Background: an optimization exercise with open tools, aiming at small area, a short achievable clock period and few clock cycles. Do not read the settings as production practice. Function was not checked in any run shown here: the RTL went through the layout flow alone. Power figures rest on the tool's default switching activity, not on a simulated workload.

$ cat design/flow/flow/run.sh
#!/bin/bash
# Own layout flow: the standard synthesis unchanged (standard.sh synth),
# then the standard layout (standard.sh) with extra make settings:
#  - BUFFER_PORTS_ARGS: every input and output port still gets its buffer, but
#    a plain sky130_fd_sc_hd__buf_2 instead of the delay buffer picked by default;
#  - CTS_ARGS: ORFS's own clock-tree options with clkbuf_8 buffers, without the dummy loads that CTS
#    adds to even out its leaf buffers' loads.
# Each tool's full output stays in this folder: make's output in flow_*.log,
# and ORFS's per-step logs under orfs/logs/.
set -uo pipefail
MARGIN=$(cat flow/margin.txt 2>/dev/null || echo 6.5)
bash standard.sh synth > flow_synth.log 2>&1 || { tail -50 flow_synth.log; exit 1; }
bash standard.sh "SETUP_SLACK_MARGIN=$MARGIN" \
  "BUFFER_PORTS_ARGS=-buffer_cell sky130_fd_sc_hd__buf_2" \
  "CTS_ARGS=-sink_clustering_enable -repair_clock_nets -dont_use_dummy_load -buf_list sky130_fd_sc_hd__clkbuf_8" \
  finish > flow_layout.log 2>&1 || { tail -50 flow_layout.log; exit 1; }
tail -5 flow_layout.log
$ cat design/flow/flow/margin.txt
6.75
$ cat design/flow/standard.sh
#!/bin/bash
# synth_recipe.tcl (not shown) runs the flow's synth.tcl, then flattens the netlist and writes it again
# the make line also repeats each setting of config.mk as NAME=value (left out here)
make -C /OpenROAD-flow-scripts/flow DESIGN_CONFIG=/design/flow/config.mk WORK_HOME=/design/flow/orfs CLKGATE_MAP_FILE= SYNTH_SCRIPT=/design/flow/synth_recipe.tcl "${@:-finish}"
$ cat design/flow/config.mk
export PLATFORM = sky130hd
export DESIGN_NAME = psiframe_pkt
export DESIGN_NICKNAME = psiframe_pkt
export VERILOG_FILES = /design/flow/design.v
export SDC_FILE = /design/flow/constraint.sdc
export NUM_CORES = 4
export LEC_CHECK = 0
export CAP_MARGIN = 20
export CORE_MARGIN = 2
export CORE_UTILIZATION = 65
export SLEW_MARGIN = 20
$ cat design/flow/constraint.sdc
create_clock -name core_clock -period 10.0 [get_ports {clk}]
set_input_delay 2.0000 -clock core_clock [delete_from_list [all_inputs] [get_ports {clk}]]
set_output_delay 2.0000 -clock core_clock [all_outputs]
set_load 0.01 [all_outputs]
$ cat design/flow/design.v
module psiframe_pkt (
  input  wire        clk,
  input  wire        rst,             
  input  wire        cmd_valid,
  input  wire [63:0] cmd,
  output wire        cmd_ready,
  output wire        ev_valid,
  output wire [9:0]  ev,
  output wire [41:0] ev_pcr,
  input  wire        ev_ready,
  output wire        idle,
  output wire [63:0] st
);
  localparam [1:0] M_IDLE = 2'd0, M_PKT = 2'd2, M_FAULT = 2'd3;
  localparam [3:0] F_FIELD = 4'd2, F_SEQ = 4'd3, F_DUP = 4'd4, F_NOTFOUND = 4'd5,
                   F_OPCODE = 4'd6, F_FULL = 4'd7;
  localparam [3:0] C_NOP = 4'b0000, C_ABORT = 4'b0001, C_ADD = 4'b1000,
                   C_DROP = 4'b1001, C_LD = 4'b1010, C_OPEN = 4'b1011,
                   C_BYTE = 4'b1100, C_FILL = 4'b1101;
  localparam [2:0] G_IDLE = 3'd0, G_OPEN = 3'd1, G_FILL = 3'd2, G_BYTE = 3'd3,
                   G_PE = 3'd4, G_AB = 3'd5;
  reg [1:0]  mode;
  reg [3:0]  fault;
  reg        pcrv;
  reg [7:0]  pkleft;
  reg        pkpcrv;       
  reg        pkopen;       
  reg        wpend;        
  reg [3:0]  ccr;          
  reg [3:0]  pos;          
  reg        found;
  reg [2:0]  sc;           
  reg        rv[0:15];
  reg [12:0] rp[0:15];
  reg [3:0]  rc[0:15];
  reg        crdy;
  reg        cv;
  reg        cunk;         
  reg [3:0]  cop;
  reg        crsv;         
  reg        cfe;          
  reg [31:0] cf;           
  reg        J;            
  reg        addq;         
  reg        dropq;        
  reg [2:0]  gk;
  reg [7:0]  gd;           
  reg        gpe;          
  reg        evv;
  reg [9:0]  evq;
  reg        evpep;        
  reg        idle_q;
  reg [32:0] dq;
  reg [6:0]  drem;
  reg [1:0]  p10;          
  reg [5:0]  dcnt;         
  reg        dinv;         
  assign cmd_ready = crdy;
  assign ev_valid  = evv;
  assign ev        = evq;
  assign ev_pcr    = {drem, dq, p10};
  assign idle      = idle_q;
  assign st = {32'hFFFFFFFF, 1'b0, pkleft, 15'd0, pcrv, 1'b0, fault, mode};
  wire [7:0] iop  = cmd[63:56];
  wire       iunk = (|iop[7:6]) | (|iop[4:3]) |
                    (iop[5] ? (iop[2] & iop[1]) : (|iop[2:1]));
  wire [3:0] icop = {iop[5], iop[2:0]};
  wire ia = |cmd[55:42], ib = |cmd[41:32], ic = |cmd[31:24], id = |cmd[23:17],
       ie = |cmd[16:13], ih = |cmd[12:8], ig = |cmd[7:0];
  reg irsv;
  always @(*) begin
    case (icop)
      C_ADD, C_DROP: irsv = ia | ib | ic | id | ie;
      C_LD:          irsv = ia;
      C_OPEN:        irsv = ia | ib | id;
      C_BYTE:        irsv = ia | ib | ic | id | ie | ih;
      default:       irsv = ia | ib | ic | id | ie | ih | ig;
    endcase
  end
  wire [7:0] inp  = cmd[31:24];
  wire ife = (icop == C_LD) ? (cmd[41:33] >= 9'd300) :
             ((inp > 8'd184) | (cmd[16] & (inp > 8'd176)) | (cmd[15] & (inp > 8'd182)) |
              (cmd[13] & (inp == 8'd0)));
  function holds(input [3:0] c);
    holds = c == C_ABORT || c == C_ADD || c == C_DROP || c == C_OPEN;
  endfunction
  wire is_abort = cop == C_ABORT;
  wire is_add   = cop == C_ADD;
  wire is_drop  = cop == C_DROP;
  wire is_ld    = cop == C_LD;
  wire is_open  = cop == C_OPEN;
  wire is_byte  = cop == C_BYTE;
  wire is_fill  = cop == C_FILL;
  wire [12:0] pid  = cf[12:0];
  wire        pusi = cf[13];
  wire        tp   = cf[14];
  wire        rai  = cf[15];
  wire        pcrf = cf[16];
  wire [7:0]  np   = cf[31:24];
  wire rsv = crsv;
  reg       m_any;
  reg [3:0] m_pos, m_cc;
  integer i;
  always @(*) begin
    m_any = 1'b0;
    m_pos = 4'd0;
    m_cc  = 4'd0;
    for (i = 0; i < 4; i = i + 1)
      if (rv[4*i] && rp[4*i] == pid) begin
        m_any = 1'b1;
        m_pos = m_pos | (4*i + 1);
        m_cc  = m_cc | rc[4*i];
      end
  end
  wire sfree     = !pkopen && !wpend;
  wire searching = (sc != 3'd0) && sfree;
  wire sdone     = sc == 3'd0;
  reg anyfree;
  always @(*) begin
    anyfree = 1'b0;
    for (i = 0; i < 16; i = i + 1)
      anyfree = anyfree | !rv[i];
  end
  wire np0      = np == 8'd0;
  wire midle    = mode == M_IDLE;
  wire fm       = mode == M_FAULT;
  reg [3:0] fcode;
  always @(*) begin
    fcode = 4'd0;
    if (cunk)                                  fcode = F_OPCODE;
    else if (rsv)                              fcode = F_FIELD;
    else case (cop)
      C_ADD:
        if (!midle)                            fcode = F_SEQ;
        else if (found)                        fcode = F_DUP;
        else if (!anyfree)                     fcode = F_FULL;
      C_DROP:
        if (!midle)                            fcode = F_SEQ;
        else if (!found)                       fcode = F_NOTFOUND;
      C_LD:
        if (!midle)                            fcode = F_SEQ;
        else if (cfe)                          fcode = F_FIELD;
      C_OPEN:
        if (!midle)                            fcode = F_SEQ;
        else if (cfe)                          fcode = F_FIELD;
        else if (!found)                       fcode = F_NOTFOUND;
        else if (pcrf && !pcrv)                fcode = F_SEQ;
      C_BYTE, C_FILL:
        if (mode != M_PKT)                     fcode = F_SEQ;
      default: ;
    endcase
  end
  wire abw   = !cunk & is_abort & !rsv;           
  wire ok    = !fm & (fcode == 4'd0);
  wire pos15 = pos == 4'd15;
  reg rdy;
  always @(*) begin
    rdy = 1'b1;
    if (fm)
      rdy = !abw | !pkopen | pos15;
    else if (!cunk && !rsv && midle && (is_add || is_drop || is_open) && !sdone)
      rdy = 1'b0;
    else if (ok && is_add)
      rdy = addq & !rv[15];
    else if (ok && is_drop)
      rdy = dropq & pos15;
    else if (ok && is_abort)
      rdy = !pkopen | pos15;
  end
  wire go    = cv & J & rdy;
  wire xg    = go & ok;                            
  wire do_ab = go & (fm ? abw : (ok & is_abort));  
  wire last_byte = pkleft == 8'd1;
  wire x_open  = xg & is_open;
  wire x_byte  = xg & is_byte;
  wire x_fill  = xg & is_fill;
  wire x_add   = cv & J & addq & !rv[15];
  wire x_drop  = cv & J & dropq & pos15;
  wire x_ld    = xg & is_ld;
  wire x_close = x_fill | (x_byte & last_byte);  
  wire [7:0] dt   = {drem, dq[32]};
  wire       dqb  = dt >= 8'd75;
  wire [7:0] dts  = dt - 8'd75;
  wire [6:0] dr   = dqb ? dts[6:0] : dt[6:0];
  wire [7:0] ut   = {1'b0, drem} + (dq[0] ? 8'd75 : 8'd0);
  wire [32:0] base = dq[32:0];
  wire [8:0]  ext  = {drem, p10};
  wire [47:0] pcr_field = {base, 6'b111111, ext};
  wire        ddone = dcnt == 6'd0;
  wire        dfwd  = ddone & !dinv;                
  wire [3:0] ccf  = np0 ? ccr - 4'd1 : ccr;
  wire [7:0] aflen = 8'd183 - np;
  reg  [7:0] open_byte;
  reg        open_wait;
  always @(*) begin
    open_wait = 1'b0;
    case (gd[3:0])
      4'd0: open_byte = 8'h47;
      4'd1: open_byte = {1'b0, pusi, tp, pid[12:8]};
      4'd2: open_byte = pid[7:0];
      4'd3: open_byte = {2'b00, np != 8'd184, !np0, ccf};
      4'd4: open_byte = aflen;
      4'd5: open_byte = {1'b0, rai, 1'b0, pcrf, 4'b0000};
      4'd6: begin open_byte = pcrf ? pcr_field[47:40] : 8'hFF; open_wait = pcrf & !dfwd; end
      4'd7: open_byte = pcrf ? pcr_field[39:32] : 8'hFF;
      4'd8: open_byte = pcrf ? pcr_field[31:24] : 8'hFF;
      4'd9: open_byte = pcrf ? pcr_field[23:16] : 8'hFF;
      4'd10: open_byte = pcrf ? pcr_field[15:8] : 8'hFF;
      4'd11: open_byte = pcrf ? pcr_field[7:0] : 8'hFF;
      default: open_byte = 8'hFF;
    endcase
  end
  wire open_last = pkleft == 8'd0;
  reg [9:0] c_cur;
  reg       c_has;
  always @(*) begin
    c_has = gk != G_IDLE;
    case (gk)
      G_OPEN: begin c_cur = {2'b01, open_byte}; c_has = !open_wait; end
      G_FILL: c_cur = {2'b01, 8'hFF};
      G_BYTE: c_cur = {2'b01, gd};
      G_PE:   c_cur = {2'b10, 6'd0, pkpcrv, !pkpcrv};
      default: c_cur = {2'b10, 8'h03};
    endcase
  end
  reg [2:0] c_k;
  reg [7:0] c_d;
  reg       open_done;
  always @(*) begin
    c_k = G_IDLE;
    c_d = gd;
    open_done = 1'b0;
    case (gk)
      G_OPEN:
        if (open_last) begin
          c_k = np0 ? G_PE : G_IDLE;
          open_done = 1'b1;
        end else begin
          c_k = G_OPEN;
          if (gd[3:0] != 4'd12) c_d = gd + 8'd1;
        end
      G_FILL: c_k = last_byte ? G_PE : G_FILL;
      G_BYTE: c_k = gpe ? G_PE : G_IDLE;
      default: c_k = G_IDLE;
    endcase
  end
  reg [2:0] s_k, s_k1;
  reg [9:0] s_cur;
  always @(*) begin
    s_k   = G_IDLE;
    s_cur = {2'b10, 8'h03};
    if (fm || is_abort)
      s_k = (fm ? abw : (ok & !midle)) ? G_AB : G_IDLE;
    else if (ok) begin
      if (is_open) begin s_k = G_OPEN; s_cur = {2'b01, 8'h47}; end
      if (is_fill) begin s_k = G_FILL; s_cur = {2'b01, 8'hFF}; end
      if (is_byte) begin s_k = G_BYTE; s_cur = {2'b01, cf[7:0]}; end
    end
    s_k1 = G_IDLE;
    if (s_k == G_OPEN) s_k1 = G_OPEN;
    if (s_k == G_FILL || s_k == G_BYTE) s_k1 = last_byte ? G_PE : (s_k == G_FILL ? G_FILL : G_IDLE);
  end
  wire ofree = !evv | ev_ready;
  wire adv   = ofree & (go ? (s_k != G_IDLE) : c_has);  
  wire [2:0] n_k  = go ? (ofree ? s_k1 : s_k) : (adv ? c_k : gk);
  wire [7:0] n_d  = go ? ((ofree || s_k != G_BYTE) ? {7'd0, ofree} : cf[7:0])
                       : (adv ? c_d : gd);
  wire       n_pe = go ? last_byte : gpe;
  wire [9:0] cur  = go ? s_cur : c_cur;
  wire       c_adv = !go & ofree & c_has;         
  wire n_evv   = ofree ? (go ? (s_k != G_IDLE) : c_has) : evv;
  wire n_evpep = ofree ? (!go && c_has && gk == G_PE && pkpcrv) : evpep;
  wire n_J     = n_k == G_IDLE;
  wire n_cv    = crdy ? cmd_valid : (go ? x_open : (cv & !(c_adv & open_done)));
  wire n_hold  = crdy ? holds(icop) : holds(cop);
  wire [3:0] n_cop = crdy ? icop : cop;
  wire n_pkpcrv = pkpcrv | (is_open & pcrf);       
  wire n_pep   = n_evpep |
                 (n_pkpcrv & (!n_J | (n_cv & (mode == M_PKT) & (n_cop == C_FILL ||
                                       (n_cop == C_BYTE && pkleft <= 8'd2)))));
  wire n_crdy  = (!n_cv | (n_J & !n_hold)) & !n_pep;
  wire addw = x_add;                                
  wire dropw = x_drop;                              
  wire restore = do_ab & pkopen;
  wire ccw  = pos15 & (wpend | restore);
  wire [3:0] ccwv = restore ? ccr : ccr + 4'd1;
  integer j;
  always @(posedge clk) begin
    if (crdy) begin
      cunk <= iunk;
      cop  <= icop;
      crsv <= irsv;
      cfe  <= ife;
      cf   <= cmd[31:0];
    end
    for (j = 1; j < 16; j = j + 1) begin
      rv[j] <= rv[j-1] & !rst;
      rp[j] <= rp[j-1];
      rc[j] <= rc[j-1];
    end
    rv[0] <= !rst & ((rv[15] & !dropw) | addw);
    rp[0] <= addw ? pid : rp[15];
    rc[0] <= addw ? 4'd0 : (ccw ? ccwv : rc[15]);
    if (crdy)
      sc <= 3'd4;
    else if (searching)
      sc <= sc - 3'd1;
    if (searching && m_any) begin
      pos <= m_pos;
      ccr <= m_cc;
    end else
      pos <= pos + 4'd1;
    if (crdy)
      found <= 1'b0;
    else if (searching && m_any)
      found <= 1'b1;
    gk  <= n_k;
    gd  <= n_d;
    gpe <= n_pe;
    if (ofree) evq <= cur;
    if (crdy && cmd_valid && iop == 8'h22) begin
      dq   <= cmd[34:2];                            
      drem <= cmd[41:35];
      p10  <= cmd[1:0];
      dcnt <= 6'd33;
      dinv <= 1'b0;
    end else if (c_adv && gk == G_OPEN && gd[3:0] == 4'd11 && pcrf) begin
      dcnt <= 6'd33;                                
      dinv <= 1'b1;
    end else if (!ddone) begin
      if (dinv) begin
        dq   <= {ut[0], dq[32:1]};
        drem <= ut[7:1];
      end else begin
        dq   <= {dq[31:0], dqb};
        drem <= dr;
      end
      dcnt <= dcnt - 6'd1;
    end
    if (pos15)
      wpend <= 1'b0;                                
    if (do_ab) begin
      mode   <= M_IDLE;
      fault  <= 4'd0;
      pcrv   <= 1'b0;
      pkleft <= 8'd0;
      pkopen <= 1'b0;
      wpend  <= 1'b0;
    end else if (go && !fm && !ok) begin
      mode  <= M_FAULT;
      fault <= fcode;
    end
    if (x_ld)
      pcrv <= 1'b1;
    if (x_open) begin
      if (pcrf) pcrv <= 1'b0;
      pkpcrv <= pcrf;
      pkopen <= !np0;
      wpend  <= !np0;
      pkleft <= ofree ? 8'd186 - np : 8'd187 - np;
      if (!np0)
        mode <= M_PKT;
    end
    if (c_adv && gk == G_OPEN)
      pkleft <= open_last ? np : pkleft - 8'd1;
    if (x_byte | (x_fill & ofree) | (c_adv && gk == G_FILL))
      pkleft <= pkleft - 8'd1;
    if (x_close) begin
      mode   <= M_IDLE;
      pkopen <= 1'b0;
    end
    if (rst) begin
      mode   <= M_IDLE;
      fault  <= 4'd0;
      pcrv   <= 1'b0;
      pkleft <= 8'd0;
      pkopen <= 1'b0;
      wpend  <= 1'b0;
      crdy   <= 1'b1;
      addq   <= 1'b0;
      dropq  <= 1'b0;
      cv     <= 1'b0;
      J      <= 1'b1;
      gk     <= G_IDLE;
      evv    <= 1'b0;
      evpep  <= 1'b0;
      idle_q <= 1'b1;
      dcnt   <= 6'd0;
      dinv   <= 1'b0;
      sc     <= 3'd0;
    end else begin
      crdy   <= n_crdy;
      addq   <= cv & is_add & sdone & ok & !x_add;
      dropq  <= cv & is_drop & sdone & ok & !x_drop;
      cv     <= n_cv;
      J      <= n_J;
      evv    <= n_evv;
      evpep  <= n_evpep;
      idle_q <= !n_cv && n_k == G_IDLE && !n_evv;
    end
  end
endmodule
==> results of run 1 <==
flip-flops by register name, summed over array words and instances, names as in the netlist, 3 cells and up:
register	cells
ccr	4
cf	25
cop	4
dcnt	6
dq	33
drem	7
evq	10
fault	3
gd	8
gk	3
pkleft	8
pos	4
rc	64
rp	208
rv	16
sc	3
cells in the final DEF, fill, tap and decap left out, types with 5 or more instances in the layout:
cell and instances:
o211ai_1 7, o221ai_1 5, a21boi_0 5, nor4_1 20
nand2b_1 11, a32o_1 5, clkbuf_8 66, nor2b_1 33
nor3_1 37, dfxtp_1 328, o21ai_0 81, xnor2_1 62
nor2_1 64, a21oi_1 74, a2111oi_0 7, conb_1 50
buf_2 135, dfxtp_2 6, nand3_1 40, or3_1 8
ha_1 23, inv_1 36, edfxtp_1 94, and3_1 8
a31oi_1 22, mux2i_1 37, a211oi_1 7, nand2_1 143
nand4_1 23, a22oi_1 15, xor2_1 27, buf_4 45
mux2_2 5, a221oi_1 5, o22ai_1 8, and2_1 9
area by class of cell:
type,instances,area [µm²]
inverter,40,166
sequential,428,9520
timing repair inverter,1,5.00
timing repair buffer,189,1180
fill,1694,6050
multi-input combinational,960,6160
tap,324,405
clock buffer,66,908
worst paths after layout:
path,startpoint,end
setup / recovery,ev_ready,dq[0]$_DFFE_PP_
hold / removal,rc[2][0]$_DFF_P_,rc[3][0]$_DFF_P_
setup reg to reg,crsv$_DFFE_PP_,dq[0]$_DFFE_PP_
hold reg to reg,rc[2][0]$_DFF_P_,rc[3][0]$_DFF_P_
metal layers:
layer,GRT usage [%],vias up,share of wire (%)
li1,-,5590,-
met1,44.1,5753,42
met2,50.4,699,46
met3,4.78,124,8.1
met4,13.2,0,3.8
met5,0,-,0
metrics by stage:
| step | instance area, µm² | util, % |
|---|---|---|
| floorplan | 16500 | - |
| global route | 18300 | 75.2 |
| finish | 18300 | 75.2 |
| detailed placement | 16900 | 69.4 |
| global placement | 16900 | 69.4 |
| CTS | 18200 | 74.5 |
cell families after synthesis:
logic type	Yosys count
AO/OA/AOI/OAI	312
multiplexers	42
other	2
XOR/XNOR	89
buffers and inverters	170
AND/OR/NAND/NOR	440
adder cells (fa/ha/maj)	27
flip-flops	428
cells in the mapped netlist, types with 6 or more instances:
| cell | n | area (µm²) |
|---|---|---|
| a211oi_1 | 7 | 52.6 |
| buf_4 | 52 | 390 |
| xnor2_1 | 62 | 543 |
| o21ai_0 | 84 | 420 |
| mux2i_1 | 37 | 370 |
| and3_1 | 9 | 56.3 |
| a22oi_1 | 15 | 113 |
| ha_1 | 24 | 300 |
| buf_1 | 7 | 26.3 |
| clkbuf_1 | 62 | 233 |
| nor4_1 | 22 | 138 |
| a221oi_1 | 7 | 61.3 |
| o22ai_1 | 8 | 50.1 |
| inv_1 | 38 | 143 |
| nand2_1 | 144 | 541 |
| xor2_1 | 27 | 236 |
| or3_1 | 9 | 56.3 |
| nor2_1 | 66 | 248 |
| dfxtp_1 | 334 | 6690 |
| a31oi_1 | 22 | 138 |
| o211ai_1 | 7 | 52.6 |
| nand2b_1 | 11 | 68.8 |
| a2111oi_0 | 7 | 61.3 |
| nor2b_1 | 34 | 213 |
| edfxtp_1 | 94 | 2820 |
| and2_1 | 9 | 56.3 |
| nand3_1 | 40 | 200 |
| nor3_1 | 37 | 185 |
| a21oi_1 | 76 | 380 |
| nand4_1 | 23 | 144 |
| or4_1 | 6 | 45.0 |
power by group:
group	internal [W]	switching (W)
registers	0.00196	0.000161
logic	0.000344	0.000494
clock network	0.000583	0.000576
total	0.00289	0.00123
repair_timing:
action / in CTS / in global routing
pin swaps: 10 / 10
resized for setup: 17 / 17
hold endpoints to repair: 0 / 0
endpoints found under the setup margin: 138 / 119
gates cloned: 3 / 0
setup buffers: 25 / 13
==> impl_metrics.toml, run 1 <==
[sta]
worstMarginPinSlew_ns = 0.961
period_share_pct = 32.4
hold_viol_final = 0
slew_viol_final = 0
finalWorstSetupSlack_ns = 6.76
timing.setup.tns_ns = 0
setup_viol = 0
rsz0062_at_grt = "yes"
clock_skew_ns = 0.0681
timing.hold.ws_ns = 0.305
max_freq_ghz = 0.309
min_period_ns = 3.24
relSlewSlack_pct = 36.0

[grt]
grt_pass1_wl_um = 64800
grtUsageTotal_pct = 31.8
grt-ovfl-total = 0
antenna_found_initial = 0
grt_pass1_vias = 11700
grt_max_degree = 74

[place]
dp.cells = 1901
dp_worst_setup_slack_ns = 4.95
gp_congestion = 0.930
portBuffers = 136
hpwl_um = 27700

[drt]
postRouteAntennaNets = 0
drt_drc_violations_left = 0
routed_wl_um = 41400
viasPerCell = 6.06
num_vias = 12200
routedWlPerCell_um = 20.6
firstDrtPassIters = 5
drtIter0Drc = 1407

[clocking]
cts.sinks = 428
clockBufferDepth = 3
cts_root_buf = "clkbuf_8"
clk_pin_slew_ns = 0.06
cts_hold_buf = 0
htreeDepth = 3
clock_latency_ns = 0.57
tritoncts = "yes"
cts_made_buffers = 66

[layout]
antennaDiodeCount = 0
fin_nets = 1779
stdcell_count = 2008
area_delta_synth_final_pct = 13.1
drive_above_1_share_pct = 18.3

[critical_path]
path_delay_family = "compound AO/OA/AOI/OAI gates"
r2r_setup_slack_ns = 6.81
crit_fanout = 40
rr_worst_depth = 7
path_buf_inv = 3
criticalPathCategory = "input pin to flop"
critical_path.endpoint_type = "flop"
startpoint_type = "input pin"
slowest_stage = "a31o_2"
crit_chain = "buf_8, nor2b_4, clkinvlp_4, o211ai_1, buf_4, a21oi_4, a31o_2, nand2_8"
worst-path-stages = 8
max_stage_delay_ns = 0.28
worst_ep_required_time_ns = 10.20
arrival_ns = 3.44

[floorplanning]
start_util_pct = 66.5
rows = 57
fp.dieW_um = 162
io_pins = 187
die_height_um = 162
core_area_um2 = 24400
dieArea_um2 = 26200

[yosys]
synth-xor-area-share_pct = 4.81
synth_edf_count = 94
synth_mux_area_share_pct = 2.63
yosys_warnings = 4
synth-simple-area-share_pct = 13.7
avgSynthCellArea_um2 = 10.7
yosysUniqueCellTypes = 95
synth_flop_cell = "dfxtp_1"
synth-seq-cells = 428
synth-compound-area-share_pct = 12.7
synthCells = 1510
syn_area_um2 = 16200
synth_top_family_by_area = "simple AND/OR/NAND/NOR gates"
synthAdderAreaFrac_pct = 2.10
yosysSeqAreaShare_pct = 58.7
async_reset_ff_share_pct = 0

[hold_path]
hold_path_class = "flop to flop"
hold_depth = 0

[run_status]
status = "timing/DRC/antenna clean"

[pwr]
total_power_w = 0.00412
p_leak_nw = 7.11
powerDensity_nw_per_um2 = 224
ir_worst_vdd_v = 0.000161

[run]
maxCapViolCount = 0
==> inputs of run 2 (changes only) <==
--- a/design/flow/design.v
+++ b/design/flow/design.v
@@ -55,6 +55,7 @@
   reg [1:0]  p10;          
   reg [5:0]  dcnt;         
   reg        dinv;         
+  reg        invgo;        
   assign cmd_ready = crdy;
   assign ev_valid  = evv;
   assign ev        = evq;
@@ -324,7 +325,7 @@
       p10  <= cmd[1:0];
       dcnt <= 6'd33;
       dinv <= 1'b0;
-    end else if (c_adv && gk == G_OPEN && gd[3:0] == 4'd11 && pcrf) begin
+    end else if (invgo) begin
       dcnt <= 6'd33;                                
       dinv <= 1'b1;
     end else if (!ddone) begin
@@ -337,6 +338,7 @@
       end
       dcnt <= dcnt - 6'd1;
     end
+    invgo <= c_adv && gk == G_OPEN && gd[3:0] == 4'd11 && pcrf;
     if (pos15)
       wpend <= 1'b0;                                
     if (do_ab) begin
==> run 2 against run 1 <==
Critical endpoint is now idle_q$_SDFF_PP1_. Sequential share of layout area down 0.073 points. Combinational power up 23%. Die area down 0.67%. Synthesized area down 0.68%. Cell count down 1.4%. Worst hold slack worse by 0.033 ns.
==> impl_metrics.toml, run 2 <==
[sta]
max_freq_ghz = 0.304
period_share_pct = 32.9
clock_skew_ns = 0.0771
setup_viol = 0
timing.setup.tns_ns = 0
min_period_ns = 3.29
hold_viol_final = 0
timing.hold.ws_ns = 0.272
slew_viol_final = 0
finalWorstSetupSlack_ns = 6.71
relSlewSlack_pct = 35.8
rsz0062_at_grt = "yes"
worstMarginPinSlew_ns = 0.951

[drt]
routedWlPerCell_um = 21.6
postRouteAntennaNets = 0
viasPerCell = 6.09
num_vias = 12100
drt_drc_violations_left = 0
routed_wl_um = 42800
drtIter0Drc = 1124
firstDrtPassIters = 6

[place]
gp_congestion = 0.947
dp_worst_setup_slack_ns = 5.51
portBuffers = 136
hpwl_um = 27800
placedInstanceArea_um2 = 16800

[grt]
grt-ovfl-total = 0
busiest_layer = "met2"
met2_usage_pct = 49.6
grt_pass1_vias = 11500
antenna_found_initial = 1
use_met3_pct = 6.73
gr-usage-met1_pct = 44.1
grt_max_degree = 49
grtUsageTotal_pct = 32.2
grt_pass1_wl_um = 64800

[clocking]
tritoncts = "yes"
cts.sinks = 429
cts_made_buffers = 66
clock_latency_ns = 0.59
clk_pin_slew_ns = 0.06
cts_root_buf = "clkbuf_8"
clockBufferDepth = 3
htreeDepth = 3

[critical_path]
crit_chain = "buf_6, nor2b_4, buf_12, nor3_4, a22oi_2, buf_6, or3_4, nor2_4, a211oi_4, o211a_1, a41o_1"
crit_fanout = 5
r2r_start = "cop[0]$_DFF_P_"
worst_ep_required_time_ns = 10.41
slowest_stage = "or3_4"
critPathMostFrequentCell = "buf_6"
arrival_ns = 3.70
setup.worst_path.start = "ev_ready"
max_stage_delay_ns = 0.38
critical_path.endpoint_type = "flop"
criticalPathCategory = "input pin to flop"
startpoint_type = "input pin"

[layout]
multi_input_area_um2 = 6160
drive_above_1_share_pct = 20.5
final_cell_area_um2 = 18400
fin_nets = 1750
fillers = 1612
final_core_util_pct = 75.8
regMostFlops = "rp"
final_cell_mix = "326 x dfxtp_1, 135 x buf_2, 110 x nor2_1"
largest_register_ffs = 208
area.sequential_um2 = 9550
reg_top3 = "rp: 208 flops, rc: 64 flops, dq: 33 flops"
area_delta_synth_final_pct = 14.4
layout_commonest_cell = "dfxtp_1"

[pwr]
p_leak_nw = 7.26
powerDensity_nw_per_um2 = 237
ir_worst_vdd_v = 0.000204

[yosys]
syn_area_um2 = 16100
synthCells = 1479
yosys_warnings = 4
synth_area_leader_cell = "dfxtp_1"
synth.top_cells.by_count = "335 x dfxtp_1, 115 x nor2_1, 106 x a21oi_1, 94 x edfxtp_1, 85 x nand2_1"
synth_flop_cell = "dfxtp_1"
synth_top_area_share_pct = 41.6
synth-seq-cells = 429
synth_edf_count = 94
synth_area_leaders = "dfxtp_1 42%, edfxtp_1 18%, a21oi_1 3.3%, xnor2_1 3.3%, nor2_1 2.7%"
yosysSeqAreaShare_pct = 59.2
yosysUniqueCellTypes = 85
synth_most_common_cell = "dfxtp_1"
avgSynthCellArea_um2 = 10.9
async_reset_ff_share_pct = 0

[floorplanning]
start_util_pct = 66.2
die_height_um = 161
io_pins = 187
rows = 57
dieArea_um2 = 26000
fp.dieW_um = 161
core_area_um2 = 24300

[run_status]
status = "timing/DRC/antenna clean"

[hold_path]
hold_path_class = "flop to flop"
min_from = "rp[13][12]$_DFF_P_"

[run]
maxCapViolCount = 0
==> run 2: cell count changes after synthesis, moves of 9 or more <==
cell     change
nand2_1     -59
nor2_1      +49
a21oi_1     +30
o21ai_0     -28
mux2_2      +13
inv_1        -9
==> run 2: cell type report <==
class,instances,area share [%]
multi-input combinational,935,33.4
antenna,1,0.0136
tap,324,2.20
timing repair inverter,1,0.0272
sequential,429,51.8
inverter,32,0.747
clock buffer,66,4.93
timing repair buffer,192,6.86
==> run 2: power by group <==
part / switching [W] / total, W / internal [W]
Combinational: 0.000592 / 0.00103 / 0.000437
Clock: 0.000583 / 0.00117 / 0.000584
Sequential: 0.000192 / 0.00218 / 0.00198
Total: 0.00137 / 0.00437 / 0.00301
==> run 2: layer usage <==
metal | routed length (µm) | share of wire, %
met1 | 17700 | 41
met2 | 19500 | 45
met3 | 3590 | 8.4
met4 | 2070 | 4.8
met5 | 0 | 0
==> run 2: cell families (layout without fill, tap and decap cells) <==
family,count (synthesis),count (layout),share of synthesized area [%]
flip-flops,429,429,59.2
AND/OR/NAND/NOR,406,406,12.5
multiplexers,55,55,3.56
XOR/XNOR,93,93,5.06
buffers and inverters,163,291,5.19
other,2,51,0.0466
adder cells (fa/ha/maj),27,27,2.11
AO/OA/AOI/OAI,304,304,12.3
==> run 2: path summary, 6_finish.rpt <==
path / endpoint / slack [ns] / cells past startpoint
setup / recovery: idle_q$_SDFF_PP1_ / 6.71 / 11
hold / removal: rp[14][12]$_DFF_P_ / 0.27 / 0
hold reg to reg: rp[14][12]$_DFF_P_ / 0.27 / 0
setup reg to reg: gd[7]$_DFFE_PP_ / 6.81 / 10
==> run 2: metrics by stage <==
| stage | total power (W) | cells |
|---|---|---|
| 6_report | 0.00437 | 1980 |
| 5_1_grt | 0.00456 | 1979 |
| 4_1_cts | 0.00432 | 1957 |
| 3_5_place_dp | 0.00309 | 1866 |
| 3_3_place_gp | 0.00306 | 1866 |
| 2_1_floorplan | 0.00276 | 1527 |
==> run 2: repair_timing <==
action                     CTS  global route
pin swaps                    8            15
setup endpoints to repair  118            82
hold buffers                 0             0
gates resized for setup     25            26
cloned                       4             1
buffers inserted            21            20
==> run 2: worst max-delay path, delay by kind of cell <==
kind	cells	cell delay (ns)
AO/OA/AOI/OAI	4	0.58
buffers and inverters	3	0.38
AND/OR/NAND/NOR	4	0.73
==> inputs of run 3 (changes only) <==
==> design/flow/flow/margin.txt (replaced) <==
6.85
==> run 3 against run 2 <==
Total power up 2.7%. Synthesized cell count unchanged. Clock-buffer cell count rose by 2. Wire length grew 0.85%. Via count rose by 0.18%. Cell count up 1.7%. Worst hold slack better by 0.012 ns. Global-route usage barely moved. Synthesized area unchanged. Combinational power up 14%. Utilization is 1.2 points higher. Critical path depth shrank 2.
==> impl_metrics.toml, run 3 <==
[yosys]
yosysSeqAreaShare_pct = 59.2
synth_area_leader_cell = "dfxtp_1"
synth_top_area_share_pct = 41.6
avgSynthCellArea_um2 = 10.9
synthCells = 1479
yosysUniqueCellTypes = 85
synth_most_common_cell = "dfxtp_1"
synth.top_cells.by_count = "335 x dfxtp_1, 115 x nor2_1, 106 x a21oi_1, 94 x edfxtp_1, 85 x nand2_1"
syn_area_um2 = 16100
async_reset_ff_share_pct = 0
synth_edf_count = 94
synth_area_leaders = "dfxtp_1 42%, edfxtp_1 18%, a21oi_1 3.3%, xnor2_1 3.3%, nor2_1 2.7%"
synth-seq-cells = 429
yosys_warnings = 4
synth_flop_cell = "dfxtp_1"

[sta]
relSlewSlack_pct = 38.3
max_freq_ghz = 0.303
finalWorstSetupSlack_ns = 6.70
period_share_pct = 33.0
setup_viol = 0
rsz0062_at_grt = "yes"
worstMarginPinSlew_ns = 0.925
hold_viol_final = 0
min_period_ns = 3.30
slew_viol_final = 0
clock_skew_ns = 0.0653
timing.setup.tns_ns = 0

[critical_path]
path_delay_family = "compound AO/OA/AOI/OAI gates"
arrival_ns = 3.76
worst-path-stages = 9
criticalPathCategory = "input pin to flop"
rr_worst_depth = 9
startpoint_type = "input pin"
worst_ep_required_time_ns = 10.46
r2r_start = "mode[1]$_SDFF_PP0_"
setup.worst_path.start = "ev_ready"
r2r_setup_slack_ns = 6.92
max_stage_delay_ns = 0.33
crit_chain = "buf_6, nor2b_4, clkinvlp_4, nand3_4, a2bb2oi_4, o32a_1, o21ai_2, or3_1, a31oi_1"
critical_path.endpoint_type = "flop"
path_buf_inv = 2
crit_fanout = 5
slowest_stage = "or3_1"

[hold_path]
hold_depth = 0
hold_path_class = "flop to flop"
min_from = "rp[7][5]$_DFF_P_"

[floorplanning]
fp.dieW_um = 161
start_util_pct = 66.2
io_pins = 187
die_height_um = 161
rows = 57
dieArea_um2 = 26000
core_area_um2 = 24300

[drt]
num_vias = 12100
firstDrtPassIters = 7
drt_drc_violations_left = 0
routed_wl_um = 43200
viasPerCell = 6.00
routedWlPerCell_um = 21.4
drtIter0Drc = 1257
postRouteAntennaNets = 0

[layout]
area_delta_synth_final_pct = 16.3
regMostFlops = "rp"
largest_register_ffs = 208
reg_top3 = "rp: 208 flops, rc: 64 flops, dq: 33 flops"
layout_commonest_cell = "dfxtp_1"
fin_nets = 1783
drive_above_1_share_pct = 22.9
final_cell_mix = "319 x dfxtp_1, 132 x buf_2, 108 x nor2_1"

[place]
dp_worst_setup_slack_ns = 5.56
portBuffers = 136
gp_congestion = 0.932
hpwl_um = 27900

[clocking]
clock_latency_ns = 0.58
cts_root_buf = "clkbuf_8"
tritoncts = "yes"
cts_made_buffers = 68
cts_hold_buf = 0
clk_pin_slew_ns = 0.06
htreeDepth = 3
clockBufferDepth = 3
cts.sinks = 429

[grt]
antenna_found_initial = 2
grt_pass1_wl_um = 64600
grtUsageTotal_pct = 32.2
grt_pass1_vias = 11600
grt-ovfl-total = 0
grt_max_degree = 49

[pwr]
p_leak_nw = 7.43
powerDensity_nw_per_um2 = 240
ir_worst_vdd_v = 0.000217

[run_status]
status = "timing/DRC/antenna clean"

[run]
maxCapViolCount = 0
[run 3: cell count changes in the layout (fill, tap and decap cells not counted), moves of 3 or more]
cell       delta
buf_4        +33
dfxtp_1       -7
dfxtp_2       +6
a21oi_1       -3
a21oi_2       +3
buf_2         -3
bufbuf_16     -3
[run 3: worst register-to-register path: cells and delay by family (launching register included)]
family,cells,cell delay (ns)
buffers and inverters,2,0.37
AO/OA/AOI/OAI,4,0.95
AND/OR/NAND/NOR,2,0.92
flip-flops,1,0.38
XOR/XNOR,1,0.16
[run 3: final timing paths]
path	endpoint
worst min-delay path	rp[8][5]$_DFF_P_
worst max register to register	gd[2]$_DFFE_PP_
worst max-delay path	pkleft[6]$_SDFFE_PP0P_
worst min register to register	rp[8][5]$_DFF_P_
[run 3: kinds of logic after synthesis]
logic type	share of synthesized area [%]
XOR/XNOR	5.06
multiplexers	3.56
AO/OA/AOI/OAI	12.3
other	0.0466
AND/OR/NAND/NOR	12.5
adder cells (fa/ha/maj)	2.11
buffers and inverters	5.19
flip-flops	59.2
[run 3: what timing repair did]
action,CTS,global route
cloned,3,2
gates resized for setup,44,30
setup buffers,56,16
pin swaps,9,10
setup endpoints to repair,162,130
[run 3: stage by stage]
step / hold slack [ns] / utilization [%] / power [W] / area (µm²) / instances
5_1_grt: 0.288 / 77.0 / 0.00468 / 18700 / 2012
6_report: 0.285 / 77.0 / 0.00449 / 18700 / 2013
3_3_place_gp: 0.310 / 69.3 / 0.00306 / 16900 / 1867
3_5_place_dp: 0.312 / 69.3 / 0.00308 / 16900 / 1867
4_1_cts: 0.276 / 75.9 / 0.00442 / 18400 / 1994
2_1_floorplan: 0.310 / - / 0.00276 / 16400 / 1527
[run 3: layout make-up]
class                   count  area (µm²)
inverters                  32         139
clock buffers              68         936
well taps                 324         405
repair inverters            1        5.00
repair buffers            223        1490
fillers                  1625        5600
multi-input cells         935        6190
diodes                      1        2.50
flip-flops and latches    429        9560
[run 3: metal layers]
metal	wire, µm	GRT usage [%]
met4	1850	14.7
met1	17500	43.4
met5	13	0
met3	4000	7.22
met2	19800	50.0
[run 3: power by group]
part	leakage, nW	total [W]	switching (W)	internal [W]
combinational	3.28	0.00117	0.000657	0.000509
sequential	3.66	0.00214	0.000154	0.00198
clock	0.489	0.00119	0.000589	0.000601
total	7.43	0.00449	0.00140	0.00309
==> inputs of run 4 (changes only) <==
--- a/design/flow/flow/run.sh
+++ b/design/flow/flow/run.sh
@@ -3,6 +3,8 @@
 # then the standard layout (standard.sh) with extra make settings:
 #  - BUFFER_PORTS_ARGS: every input and output port still gets its buffer, but
 #    a plain sky130_fd_sc_hd__buf_2 instead of the delay buffer picked by default;
+#  - SKIP_REPAIR_TIE_FANOUT: the constant outputs share their tie cells
+#    instead of getting one tie cell each;
 #  - CTS_ARGS: ORFS's own clock-tree options with clkbuf_8 buffers, without the dummy loads that CTS
 #    adds to even out its leaf buffers' loads.
 # Each tool's full output stays in this folder: make's output in flow_*.log,
@@ -12,6 +14,7 @@
 bash standard.sh synth > flow_synth.log 2>&1 || { tail -50 flow_synth.log; exit 1; }
 bash standard.sh "SETUP_SLACK_MARGIN=$MARGIN" \
   "BUFFER_PORTS_ARGS=-buffer_cell sky130_fd_sc_hd__buf_2" \
+  SKIP_REPAIR_TIE_FANOUT=1 \
   "CTS_ARGS=-sink_clustering_enable -repair_clock_nets -dont_use_dummy_load -buf_list sky130_fd_sc_hd__clkbuf_8" \
   finish > flow_layout.log 2>&1 || { tail -50 flow_layout.log; exit 1; }
 tail -5 flow_layout.log
==> design/flow/flow/margin.txt (replaced) <==
6.75
==> run 4 against run 3 <==
Clock-buffer cell count fell by 1. Global-route usage fell by 0.59 points. Flip-flop and latch count did not move. Wire length fell by 3.0%. Via count fell by 3.1%. Synthesized cell count did not move. Utilization fell by 2.4 points. Fmax fell by 0.53%. Critical endpoint is now crsv$_DFFE_PP_.
==> impl_metrics.toml, run 4 <==
[run_status]
status = "timing/DRC/antenna clean"

[floorplanning]
start_util_pct = 66.2
fp.dieW_um = 161
core_area_um2 = 24300
dieArea_um2 = 26000
die_height_um = 161
rows = 57
io_pins = 187

[clocking]
cts.sinks = 429
clock_latency_ns = 0.60
cts_made_buffers = 67
clockBufferDepth = 3
htreeDepth = 3
tritoncts = "yes"
cts_root_buf = "clkbuf_8"
clk_pin_slew_ns = 0.06

[critical_path]
r2r_start = "cop[2]$_DFF_P_"
criticalPathCategory = "input pin to flop"
crit_chain = "buf_2, nor4_1, a22oi_1, nor2_1, o221ai_1"
worst_ep_required_time_ns = 10.25
max_stage_delay_ns = 0.93
startpoint_type = "input pin"
slowest_stage = "nor4_1"
crit_fanout = 3
r2r_setup_slack_ns = 6.84
rr_worst_depth = 9
arrival_ns = 3.56
r2r_end = "gd[2]$_DFFE_PP_"
critical_path.endpoint_type = "flop"

[pwr]
p_leak_nw = 7.03
total_power_w = 0.00433
powerDensity_nw_per_um2 = 238
ir_worst_vdd_v = 0.000249

[place]
hpwl_um = 27700
placedInstanceArea_um2 = 16700
portBuffers = 136
gp_congestion = 0.938

[sta]
clock_skew_ns = 0.0754
timing.setup.tns_ns = 0
period_share_pct = 33.2
worstMarginPinSlew_ns = 1.09
setup_viol = 0
slew_viol_final = 0
min_period_ns = 3.32
relSlewSlack_pct = 26.6
rsz0062_at_grt = "yes"
timing.hold.ws_ns = 0.278
max_freq_ghz = 0.302
hold_viol_final = 0

[hold_path]
worstHoldEndpoint = "rp[3][5]$_DFF_P_"
min_from = "rp[2][5]$_DFF_P_"
hold_depth = 0
hold_path_class = "flop to flop"

[grt]
grtUsageTotal_pct = 31.6
antenna_found_initial = 0
grt_pass1_vias = 11300
grt_max_degree = 79
grt_pass1_wl_um = 63600
grt-ovfl-total = 0

[layout]
antennaDiodeCount = 0
regMostFlops = "rp"
fin_nets = 1696
reg_top3 = "rp: 208 flops, rc: 64 flops, dq: 33 flops"
area_delta_synth_final_pct = 12.7
largest_register_ffs = 208
layout_commonest_cell = "dfxtp_1"
final_cell_mix = "327 x dfxtp_1, 135 x buf_2, 110 x nor2_1"
drive_above_1_share_pct = 20.9
final_core_util_pct = 74.6
final_cell_area_um2 = 18100

[yosys]
avgSynthCellArea_um2 = 10.9
yosysUniqueCellTypes = 85
async_reset_ff_share_pct = 0
synth.top_cells.by_count = "335 x dfxtp_1, 115 x nor2_1, 106 x a21oi_1, 94 x edfxtp_1, 85 x nand2_1"
syn_area_um2 = 16100
synth_top_area_share_pct = 41.6
synth-seq-cells = 429
synth_area_leaders = "dfxtp_1 42%, edfxtp_1 18%, a21oi_1 3.3%, xnor2_1 3.3%, nor2_1 2.7%"
synth_area_leader_cell = "dfxtp_1"
yosysSeqAreaShare_pct = 59.2
synth_flop_cell = "dfxtp_1"
synth_most_common_cell = "dfxtp_1"
synth_edf_count = 94
synthCells = 1479
yosys_warnings = 4

[drt]
postRouteAntennaNets = 0
num_vias = 11700
firstDrtPassIters = 7
viasPerCell = 6.08
drtIter0Drc = 1132
drt_drc_violations_left = 0
routed_wl_um = 41900
routedWlPerCell_um = 21.8

[run]
maxCapViolCount = 0
run 4: cell counts after synthesis:
No cell type changed its count.
run 4: worst max path at each step:
stage,from,endpoint,slack (ns),depth (start not counted)
after floorplan,cmd[59],dq[0]$_DFFE_PP_,6.45,5
after global placement,ev_ready,pkleft[2]$_SDFFE_PP0P_,5.64,9
after detailed placement,ev_ready,pkleft[4]$_SDFFE_PP0P_,5.56,9
after CTS,cmd[61],dcnt[3]$_SDFFE_PP0P_,6.70,9
after global routing,ev_ready,pkleft[6]$_SDFFE_PP0P_,6.66,12
final,cmd[4],crsv$_DFFE_PP_,6.68,5
run 4: where the power goes:
part,switching [W],leakage (nW),internal (W),total (W)
Sequential,0.000206,3.66,0.00199,0.00219
Combinational,0.000550,2.89,0.000406,0.000956
Clock,0.000587,0.482,0.000592,0.00118
Total,0.00134,7.03,0.00298,0.00433
run 4: cell families after synthesis:
logic type               after synthesis  synth area share [%]
flip-flops                           429                  59.2
AND/OR/NAND/NOR                      406                  12.5
AO/OA/AOI/OAI                        304                  12.3
buffers and inverters                163                  5.19
XOR/XNOR                              93                  5.06
multiplexers                          55                  3.56
adder cells (fa/ha/maj)               27                  2.11
other                                  2                0.0466
run 4: stage by stage:
step	std cells	setup WS (ns)
2_1_floorplan	1479	6.45
3_3_place_gp	1816	5.64
3_5_place_dp	1816	5.56
4_1_cts	1905	6.70
5_1_grt	1925	6.66
6_report	1925	6.68
run 4: final cells by class:
| type | instances | area (µm²) |
|---|---|---|
| Sequential cell | 429 | 9540 |
| Fill cell | 1608 | 6170 |
| Multi-Input combinational cell | 887 | 6010 |
| Timing Repair Buffer | 185 | 1120 |
| Clock buffer | 67 | 922 |
| Tap cell | 324 | 405 |
| Inverter | 32 | 138 |
| Timing Repair inverter | 1 | 5.00 |
run 4: timing repair:
item	CTS	global route
gates resized for setup	31	24
cloned	1	2
setup endpoints to repair	111	39
hold buffers	0	0
setup buffers	21	17
pin swaps	8	19
run 4: routing by layer:
layer,routed length (µm),global-route usage [%],share of wire [%]
met1,17600,42.9,42
met2,19600,51.4,47
met3,3240,5.26,7.7
met4,1500,11.6,3.6
met5,0,0,0
run 4: worst max-delay path: cells and delay by family:
family	cells	cell delay [ns]
buffers and inverters	1	0.12
AND/OR/NAND/NOR	2	1.07
AO/OA/AOI/OAI	2	0.37

-- static timing again, ports no longer ideal --
How much do the figures lean on ideal ports? The routed layouts below were timed once more, with nothing changed but the port constraints. Step 1 (the two cells are an assumption about what drives the block):
set clk [get_ports {clk}]
set_driving_cell -lib_cell sky130_fd_sc_hd__clkbuf_16 $clk
set_driving_cell -lib_cell sky130_fd_sc_hd__buf_2 [delete_from_list [all_inputs] $clk]
Step 2 also shifts input and output timing later by t, the mid clock arrival at the registers, as if the neighbouring blocks saw the same clock. Slacks: ideal ports / drivers / drivers and shift; pairs: ideal ports / drivers.
| run | shift t [ns] | slack for setup (ns) | hold slack, ns | worst register clock-pin slew, ns | pins driven straight from the clock port |
|---|---|---|---|---|---|
| run 1 | 0.585 | 6.762 / 6.730 / 6.179 | 0.305 / 0.305 / 0.305 | 0.07 / 0.07 | 1 |
| run 2 | 0.603 | 6.712 / 6.719 / 6.117 | 0.272 / 0.272 / 0.272 | 0.07 / 0.07 | 1 |
| run 3 | 0.595 | 6.702 / 6.717 / 6.122 | 0.285 / 0.285 / 0.285 | 0.07 / 0.07 | 1 |
| run 4 | 0.612 | 6.685 / 6.714 / 6.102 | 0.278 / 0.278 / 0.278 | 0.06 / 0.06 | 1 |
After both steps setup and hold are still met in every run listed. For run 2, which loses most, drivers alone change the setup slack by +0.007 ns; drivers and shift together by -0.595 ns.
